What follows belongs to an exercise in optimizing a design on an open flow for small area, a short achievable clock period and few clock cycles per item; a production flow would make more cautious choices.
Function was checked by simulation only, so behaviour that the tests miss may differ from the original.
Power and IR drop assume default switching activity.

## willow
==> flow/design.v (excerpt) <==
module lzdec (
    input  wire        clk,
    input  wire        rst,             
    input  wire        cmd_valid,
    output wire        cmd_ready,
    input  wire        cmd_kind,        
    input  wire        cmd_len_known,
    input  wire        cmd_cap_en,
    input  wire [15:0] cmd_src_len,
    input  wire [31:0] cmd_skip,
    input  wire [31:0] cmd_take,
    input  wire [31:0] cmd_max_out,
    input  wire [7:0]  cmd_fill,
    input  wire        in_valid,
    input  wire [7:0]  in_data,
    output wire        in_ready,
    output wire        out_valid,
    output wire [7:0]  out_data,
    input  wire        out_ready,
    output wire        done,
    output wire [2:0]  err,
    output wire        win_we,
    output wire [11:0] win_waddr,
    output wire [7:0]  win_wdata,
    output wire [11:0] win_raddr,
    input  wire [7:0]  win_rdata
);
Size: about 2200 cells after synthesis, roughly 280 flip-flops, ~0.020 mm² of cells after synthesis.
Settings: LEC_CHECK=0, ABC_CLOCK_PERIOD_IN_PS=3500, CAP_MARGIN=0, CORE_MARGIN=2, CORE_UTILIZATION=55, SETUP_SLACK_MARGIN=2.0, SLEW_MARGIN=0; clock period 6.0 ns.
standard.sh (not shown) runs the stock make flow with config.mk's settings and CLKGATE_MAP_FILE= SYNTH_SCRIPT=/design/flow/synth_recipe.tcl, a recipe that flattens the netlist after the stock synthesis.
==> flow/flow/run.sh <==
#!/bin/bash
# The standard layout, with the port buffers that buffer_ports inserts made of
# plain buffers (buf_2) instead of the delay-buffer cell it picks by default.
set -euo pipefail
export BUFFER_PORTS_ARGS="-buffer_cell sky130_fd_sc_hd__buf_2"
bash standard.sh > standard_flow.log 2>&1
Testbench counts of willow, summed over its fixed seeds: cycles 594,718, bytes 529,560.
Input changes introduced in pepper (baseline for comparison: willow):
Settings: SETUP_SLACK_MARGIN now 1.5, was 2.0; CORE_UTILIZATION now 60, was 55.
### Flow results
- For total power, pepper and willow come out practically identical.
- Side by side, share of power burned in the clock network turned out higher in pepper than in willow.
- In the flow results for pepper and willow, the final cell area excluding filler cells is smaller on pepper.
- Between pepper and willow, worst path setup slack after routing is lower for pepper, willow comes in above that.
- Switching share of power, pepper and willow, lower one = pepper.
- For the sequential share of cell area, pepper came in 1.1 points higher than willow did.

---

lzdec, a different RTL version from the one above (not shown whole).
Size: about 2,000 cells after synthesis, roughly 280 flip-flops.
==> flow/config.mk <==
export PLATFORM = sky130hd
export DESIGN_NAME = lzdec
export DESIGN_NICKNAME = lzdec
export VERILOG_FILES = /design/flow/design.v
export SDC_FILE = /design/flow/constraint.sdc
export NUM_CORES = 4
export LEC_CHECK = 0
export ABC_CLOCK_PERIOD_IN_PS = 4000
export CAP_MARGIN = 0
export CORE_MARGIN = 2
export CORE_UTILIZATION = 65
export SETUP_SLACK_MARGIN = 1.7
export SLEW_MARGIN = 0
==> flow/constraint.sdc <==
create_clock -name core_clock -period 6.0 [get_ports {clk}]
set_input_delay 1.2000 -clock core_clock [delete_from_list [all_inputs] [get_ports {clk}]]
set_output_delay 1.2000 -clock core_clock [all_outputs]
set_load 0.01 [all_outputs]
Scripts as last shown in full above: flow/flow/run.sh
The first run went through all stages and came out clean.
Testbench counts at the start, summed over its fixed seeds: cycles 594,718, bytes 529,560.
==> next run, changes <==
ABC_CLOCK_PERIOD_IN_PS = 4500   (was 4000)
CORE_UTILIZATION = 60   (was 65)
SETUP_SLACK_MARGIN = 1.6   (was 1.7)
Effect:
- The changed run produced a clean layout
- first-iteration DRC count shrinks by 14%
- setup slack improves by 0.093 ns
- die area grows by 8.1%
- power grows by 5.4%
- clock-buffer cell count grows by 7
- cell area grows by 0.55%
- worst hold slack degrades by 0.020 ns
- area after synthesis stays the same
- clock power grows by 15%
- utilization shrinks by 6.0 points
==> next run, changes <==
ABC_CLOCK_PERIOD_IN_PS = 3500   (was 4500)
SETUP_SLACK_MARGIN = 1.8   (was 1.6)
Result:
- worst setup slack gets worse by 0.21 ns
- synthesized cell count stays the same
- wire length climbs by a few percent
- design area climbs slightly
- non-clock buffer count climbs by 22
- clock skew climbs by 0.0061 ns
- combinational power climbs by a little under a tenth
- sequential share of layout area drops by 0.29 points
- clock power drops by about a fifth
==> next run, changes <==
SETUP_SLACK_MARGIN = 1.5   (was 1.8)
The changed run ran to the end with no violations.
Worst hold slack degrades by 0.010 ns.
Power increases by 0.95%.
Die area is unchanged.
Setup slack improves by 0.073 ns.
Core utilization decreases by 1.4 points.
Critical path depth decreases by 4.
Cell area decreases by 1.9%.
Via count decreases by 0.44%.
Routed wire length decreases by 2.5%.
Sequential power stays flat.

re-timing with driven ports:
How much do the figures lean on ideal ports? The routed layouts below were timed once more, with nothing changed but the port constraints. Step 1 sets driving cells, clkbuf_16 on the clock port and buf_2 on the other inputs (assumed; they add their load-dependent delay and slew). Step 2 also shifts input and output timing later by t, the mid clock arrival at the registers, as if the neighbouring blocks saw the same clock. Slacks: ideal / step 1 / step 2; pairs: ideal / step 1.
run | shift t [ns] | setup slack, ns | hold slack, ns
willow | 0.566 | 1.743 / 1.688 / 1.598 | 0.469 / 0.469 / 0.469
pepper | 0.579 | 1.653 / 1.629 / 1.348 | 0.467 / 0.467 / 0.467
the first run of note 2 | 0.614 | 1.529 / 1.476 / 1.409 | 0.478 / 0.478 / 0.478
the second run of note 2 | 0.558 | 1.622 / 1.571 / 1.251 | 0.457 / 0.457 / 0.457
the third run of note 2 | 0.621 | 1.410 / 1.356 / 1.505 | 0.469 / 0.469 / 0.469
the fourth run of note 2 | 0.562 | 1.484 / 1.420 / 1.325 | 0.458 / 0.458 / 0.458
After both steps every run listed still meets setup and hold. The setup slack of the second run of note 2, which loses most, moves by -0.051 ns with the drivers and by -0.371 ns with both steps.
